This is an optimization exercise on Yosys and OpenROAD, whose aim is small area, a short achievable clock period and few clock cycles, not a production implementation.
Only simulation tests tie the RTL to the original design; equivalence was not proved.
Power figures rest on the tool's default switching activity, not on a simulated workload.

old:
==> flow/design.v (excerpt) <==
module icf_synth (
    input  wire        clk,
    input  wire        rst,
    input  wire        cmd_valid,
    output wire        cmd_ready,
    input  wire [1:0]  cmd_op,      
    input  wire [1:0]  cmd_ch,
    input  wire [2:0]  cmd_reg,
    input  wire [31:0] cmd_data,
    output reg         out_valid,
    output reg  [1:0]  out_ch,
    output reg  [15:0] out_val
);
    localparam OP_TICK  = 2'd0;
    localparam OP_WRITE = 2'd1;
    localparam OP_START = 2'd2;
    function [14:0] sine_q;
        input [7:0] k;
        begin
            case (k)
                8'd0: sine_q = 15'd0;
                8'd1: sine_q = 15'd201;
                8'd2: sine_q = 15'd402;
                8'd3: sine_q = 15'd603;
                8'd4: sine_q = 15'd804;
                8'd5: sine_q = 15'd1005;
                8'd6: sine_q = 15'd1206;
                8'd7: sine_q = 15'd1407;
                8'd8: sine_q = 15'd1608;
                8'd9: sine_q = 15'd1809;
                8'd10: sine_q = 15'd2009;
                8'd11: sine_q = 15'd2210;
                8'd12: sine_q = 15'd2410;
                8'd13: sine_q = 15'd2611;
                8'd14: sine_q = 15'd2811;
                8'd15: sine_q = 15'd3012;
                8'd16: sine_q = 15'd3212;
                8'd17: sine_q = 15'd3412;
                8'd18: sine_q = 15'd3612;
                8'd19: sine_q = 15'd3811;
                8'd20: sine_q = 15'd4011;
  ...
Size in the first run: about 4,800 cells after synthesis, about 790 flip-flops, ~62 I/O pins, roughly 0.040 mm² of cells after synthesis.
Settings: LEC_CHECK=0, ABC_AREA=1, CAP_MARGIN=20, CORE_MARGIN=2, CORE_UTILIZATION=70, SLEW_MARGIN=20, SYNTH_MEMORY_MAX_BITS=16384; clock period 30.0 ns.
standard.sh (not shown) runs the stock make flow with config.mk's settings and CLKGATE_MAP_FILE= SYNTH_SCRIPT=/design/flow/synth_recipe.tcl, a recipe that flattens the netlist after the stock synthesis.
==> flow/flow/run.sh <==
#!/bin/bash
# The standard layout (standard synthesis unchanged), with ORFS's timing repair
# aimed at a slack of 22.95 ns, that is at paths of at most 7.05 ns within the 30 ns clock;
# port buffers inserted as buf_1 rather than a delay cell (flow/ports.tcl); and clock
# tree synthesis without dummy loads, with clkbuf_16 buffers and sink clusters of up to
# 24 flip-flops. The clock, the constraints and every other step are the standard ones.
set -euo pipefail
here=$(pwd)
bash standard.sh synth > synth.log 2>&1
bash standard.sh finish SETUP_SLACK_MARGIN=22.95 POST_GLOBAL_PLACE_TCL=$here/flow/ports.tcl \
  "CTS_ARGS=-sink_clustering_enable -repair_clock_nets -dont_use_dummy_load -buf_list {sky130_fd_sc_hd__clkbuf_16} -sink_clustering_size 24 -sink_clustering_max_diameter 90" \
  > layout.log 2>&1
==> flow/flow/ports.tcl <==
# Sourced after global placement: the port buffers that buffer_ports inserted as
# clkdlybuf4s50_1 (a delay cell) become plain buf_1; timing repair later upsizes the
# ones on paths that need it. Every port keeps its buffer.
foreach inst [[ord::get_db_block] getInsts] {
  set name [$inst getName]
  if {[regexp {^(input|output)[0-9]+$} $name] &&
      [[$inst getMaster] getName] eq "sky130_fd_sc_hd__clkdlybuf4s50_1"} {
    replace_cell $name sky130_fd_sc_hd__buf_1
  }
}
Testbench counts of old, summed over its fixed seeds: cycles 13,492.
Modified inputs, new compared to old
diff --git a/flow/flow/run.sh b/flow/flow/run.sh
--- a/flow/flow/run.sh
+++ b/flow/flow/run.sh
@@ -3 +3 @@
-# aimed at a slack of 22.95 ns, that is at paths of at most 7.05 ns within the 30 ns clock;
+# aimed at a slack of 23 ns, that is at paths of at most 7 ns within the 30 ns clock;
@@ -10 +10 @@
-bash standard.sh finish SETUP_SLACK_MARGIN=22.95 POST_GLOBAL_PLACE_TCL=$here/flow/ports.tcl \
+bash standard.sh finish SETUP_SLACK_MARGIN=23 POST_GLOBAL_PLACE_TCL=$here/flow/ports.tcl \
### Flow results
There was hardly any difference in setup slack between old and new. Relative to old, worst ir drop on vdd has gone up in new. old and new ended up with roughly the same post-synthesis to final-layout area growth. The end-of-flow core utilization of old and that of new are within noise of each other. On part of the total power dissipated in the clock network, new tracks old almost exactly. Between new and old, the routed via count does not differ in any meaningful way. On worst hold slack, old tracks new almost exactly. Between new and old, the net switching fraction of the power does not differ in any meaningful way. Comparing new against old, there is no change at all in count of buffer and inverter cells on the critical path. Detailed-route wire length on metal 1 (new vs. old) increases slightly.

Another version of the RTL of icf_synth (not shown whole).
Size in the first run: ~790 flip-flops, roughly 62 I/O pins, roughly 40000 sq um of cells after synthesis.
clock: 30.0 ns
lec_check: 0
abc_area: 1
cap_margin: 20
core_margin: 2
core_utilization: 65
cts_buf_list: sky130_fd_sc_hd__clkbuf_4 sky130_fd_sc_hd__clkbuf_8
slew_margin: 20
synth_memory_max_bits: 16384
==> flow/flow/run.sh <==
#!/bin/bash
# The standard layout (standard synthesis unchanged), with ORFS's timing repair
# aimed at a slack of 23 ns, that is at paths of at most 7 ns within the 30 ns clock,
# and clock tree synthesis without dummy loads, with clkbuf_16 buffers and sink clusters
# of up to 24 flip-flops. The clock, the constraints and every other step are the
# standard ones.
set -euo pipefail
bash standard.sh synth > synth.log 2>&1
bash standard.sh finish SETUP_SLACK_MARGIN=23 \
  "CTS_ARGS=-sink_clustering_enable -repair_clock_nets -dont_use_dummy_load -buf_list {sky130_fd_sc_hd__clkbuf_16} -sink_clustering_size 24 -sink_clustering_max_diameter 90" \
  > layout.log 2>&1
Testbench counts at the start, summed over its fixed seeds: cycles 13,492.
Edit:
==> flow/flow/run.sh (replaced) <==
#!/bin/bash
# The standard layout (standard synthesis unchanged), with ORFS's timing repair
# aimed at a slack of 23 ns, that is at paths of at most 7 ns within the 30 ns clock;
# port buffers inserted as buf_1 rather than a delay cell (flow/ports.tcl); and clock
# tree synthesis without dummy loads, with clkbuf_8 buffers and sink clusters of up to
# 18 flip-flops. The clock, the constraints and every other step are the standard ones.
set -euo pipefail
here=$(pwd)
bash standard.sh synth > synth.log 2>&1
bash standard.sh finish SETUP_SLACK_MARGIN=23 POST_GLOBAL_PLACE_TCL=$here/flow/ports.tcl \
  "CTS_ARGS=-sink_clustering_enable -repair_clock_nets -dont_use_dummy_load -buf_list {sky130_fd_sc_hd__clkbuf_8} -sink_clustering_size 18 -sink_clustering_max_diameter 70" \
  > layout.log 2>&1
==> flow/flow/ports.tcl (new file) <==
# Sourced after global placement: the port buffers that buffer_ports inserted as
# clkdlybuf4s50_1 (a delay cell) become plain buf_1; timing repair later upsizes the
# ones on paths that need it. Every port keeps its buffer.
foreach inst [[ord::get_db_block] getInsts] {
  set name [$inst getName]
  if {[regexp {^(input|output)[0-9]+$} $name] &&
      [[$inst getMaster] getName] eq "sky130_fd_sc_hd__clkdlybuf4s50_1"} {
    replace_cell $name sky130_fd_sc_hd__buf_1
  }
}
--- a/flow/config.mk
+++ b/flow/config.mk
@@ -9,6 +9,5 @@
 export CAP_MARGIN = 20
 export CORE_MARGIN = 2
-export CORE_UTILIZATION = 65
-export CTS_BUF_LIST = sky130_fd_sc_hd__clkbuf_4 sky130_fd_sc_hd__clkbuf_8
+export CORE_UTILIZATION = 75
 export SLEW_MARGIN = 20
 export SYNTH_MEMORY_MAX_BITS = 16384
What happened: Die area decreases by 13%. Core utilization increases by 8.7 points. Register-to-register slack loses 270 ps. Global-route usage increases by 7.2 points. Design area decreases by 2.3%. Power decreases by 3.5%. Non-clock buffer count decreases by 17. Synthesized area does not change. Final cell count decreases by 1.8%.
Edit:
==> flow/flow/run.sh (replaced) <==
#!/bin/bash
# The standard layout (standard synthesis unchanged), with ORFS's timing repair
# aimed at a slack of 23 ns, that is at paths of at most 7 ns within the 30 ns clock,
# and clock tree synthesis without dummy loads. The clock, the constraints and every
# other step are the standard ones.
set -euo pipefail
bash standard.sh synth > synth.log 2>&1
bash standard.sh finish SETUP_SLACK_MARGIN=23 \
  "CTS_ARGS=-sink_clustering_enable -repair_clock_nets -dont_use_dummy_load -buf_list {sky130_fd_sc_hd__clkbuf_4 sky130_fd_sc_hd__clkbuf_8}" \
  > layout.log 2>&1
--- a/flow/config.mk
+++ b/flow/config.mk
@@ -9,5 +9,6 @@
 export CAP_MARGIN = 20
 export CORE_MARGIN = 2
-export CORE_UTILIZATION = 75
+export CORE_UTILIZATION = 65
+export CTS_BUF_LIST = sky130_fd_sc_hd__clkbuf_4 sky130_fd_sc_hd__clkbuf_8
 export SLEW_MARGIN = 20
 export SYNTH_MEMORY_MAX_BITS = 16384
removed: flow/flow/ports.tcl
Outcome: The changed run ran to the end with no violations. Design area came out higher by 3.6%. Hold slack got worse by 20 ps. Clock skew came out higher by 39 ps. Utilization came out lower by 7.8 points. Setup slack improved by 21 ps. Flip-flop and latch count does not change. Critical path depth does not change. Register-to-register slack improved by 210 ps. First-iteration DRC count came out lower by 28%. Die area came out higher by 15%.

Another version of the RTL of icf_synth (not shown whole).
Size: ~4300 cells after synthesis, ~790 flip-flops, roughly 62 I/O pins.
## icf_synth
module icf_synth (
    input  wire        clk,
    input  wire        rst,
    input  wire        cmd_valid,
    output wire        cmd_ready,
    input  wire [1:0]  cmd_op,      
    input  wire [1:0]  cmd_ch,
    input  wire [2:0]  cmd_reg,
    input  wire [31:0] cmd_data,
    output reg         out_valid,
    output reg  [1:0]  out_ch,
    output reg  [15:0] out_val
);
clock: 30.0 ns
lec_check: 0
cap_margin: 20
core_margin: 2
core_utilization: 40
slew_margin: 20
synth_memory_max_bits: 16384
==> flow/flow/run.sh <==
#!/bin/bash
# The standard layout (standard synthesis unchanged), with ORFS's timing repair
# aimed at a slack of 23 ns, that is at paths of at most 7 ns within the 30 ns clock.
# The clock, the constraints and every other step are the standard ones.
set -euo pipefail
bash standard.sh synth > synth.log 2>&1
bash standard.sh finish SETUP_SLACK_MARGIN=23 > layout.log 2>&1
The starting point passed the timing, design-rule and antenna checks.
Testbench counts at the start, summed over its fixed seeds: cycles 13,508.
Next try:
==> flow/run.sh (new file) <==
#!/bin/bash
# synth_recipe.tcl (not shown) runs the flow's synth.tcl, then flattens the netlist and writes it again
# the make line also repeats each setting of config.mk as NAME=value (left out here)
make -C /OpenROAD-flow-scripts/flow DESIGN_CONFIG=/design/flow/config.mk WORK_HOME=/design/flow/orfs CLKGATE_MAP_FILE= SYNTH_SCRIPT=/design/flow/synth_recipe.tcl finish
removed: flow/flow/run.sh
removed: flow/standard.sh
=> Design area barely changes. Wire length went down by 0.39%. Sequential share of layout area falls by 0.14 points.

## separate check: timing with driven ports
No port has a modelled driver above. Below, the same layouts with a new extraction and two added sets of constraints. Step 1: set_driving_cell puts a clkbuf_16 on clk and a buf_2 on each other input, an assumption about the parent block. Step 2 moves the port delays by t, midway between the first and last clock arrival at a register: inputs arrive t later, outputs are due t later. That takes back most of the time a late clock gives input paths. Slacks: ideal ports / drivers / drivers and shift; pairs: ideal ports / drivers.
run	t (ns)	slack for setup (ns)	worst hold slack (ns)	worst setup path at the end
old	0.643	22.931 / 22.867 / 22.438	0.282 / 0.282 / 0.282	input to register
new	0.644	22.930 / 22.867 / 22.532	0.284 / 0.284 / 0.284	input to register
the first run of note 2	0.654	22.898 / 22.833 / 22.414	0.261 / 0.261 / 0.261	input to register
the second run of note 2	0.746	22.793 / 22.733 / 22.403	0.298 / 0.298 / 0.298	input to register
the third run of note 2	0.771	22.814 / 22.751 / 22.341	0.277 / 0.277 / 0.277	input to register
the first run of note 3	0.684	22.896 / 22.830 / 22.340	0.311 / 0.311 / 0.311	input to register
the second run of note 3	0.689	22.504 / 22.442 / 21.932	0.314 / 0.314 / 0.314	input to register
After both steps setup and hold are still met in every run listed. For the second run of note 3, which loses most, drivers alone change the setup slack by -0.062 ns; drivers and shift together by -0.572 ns.
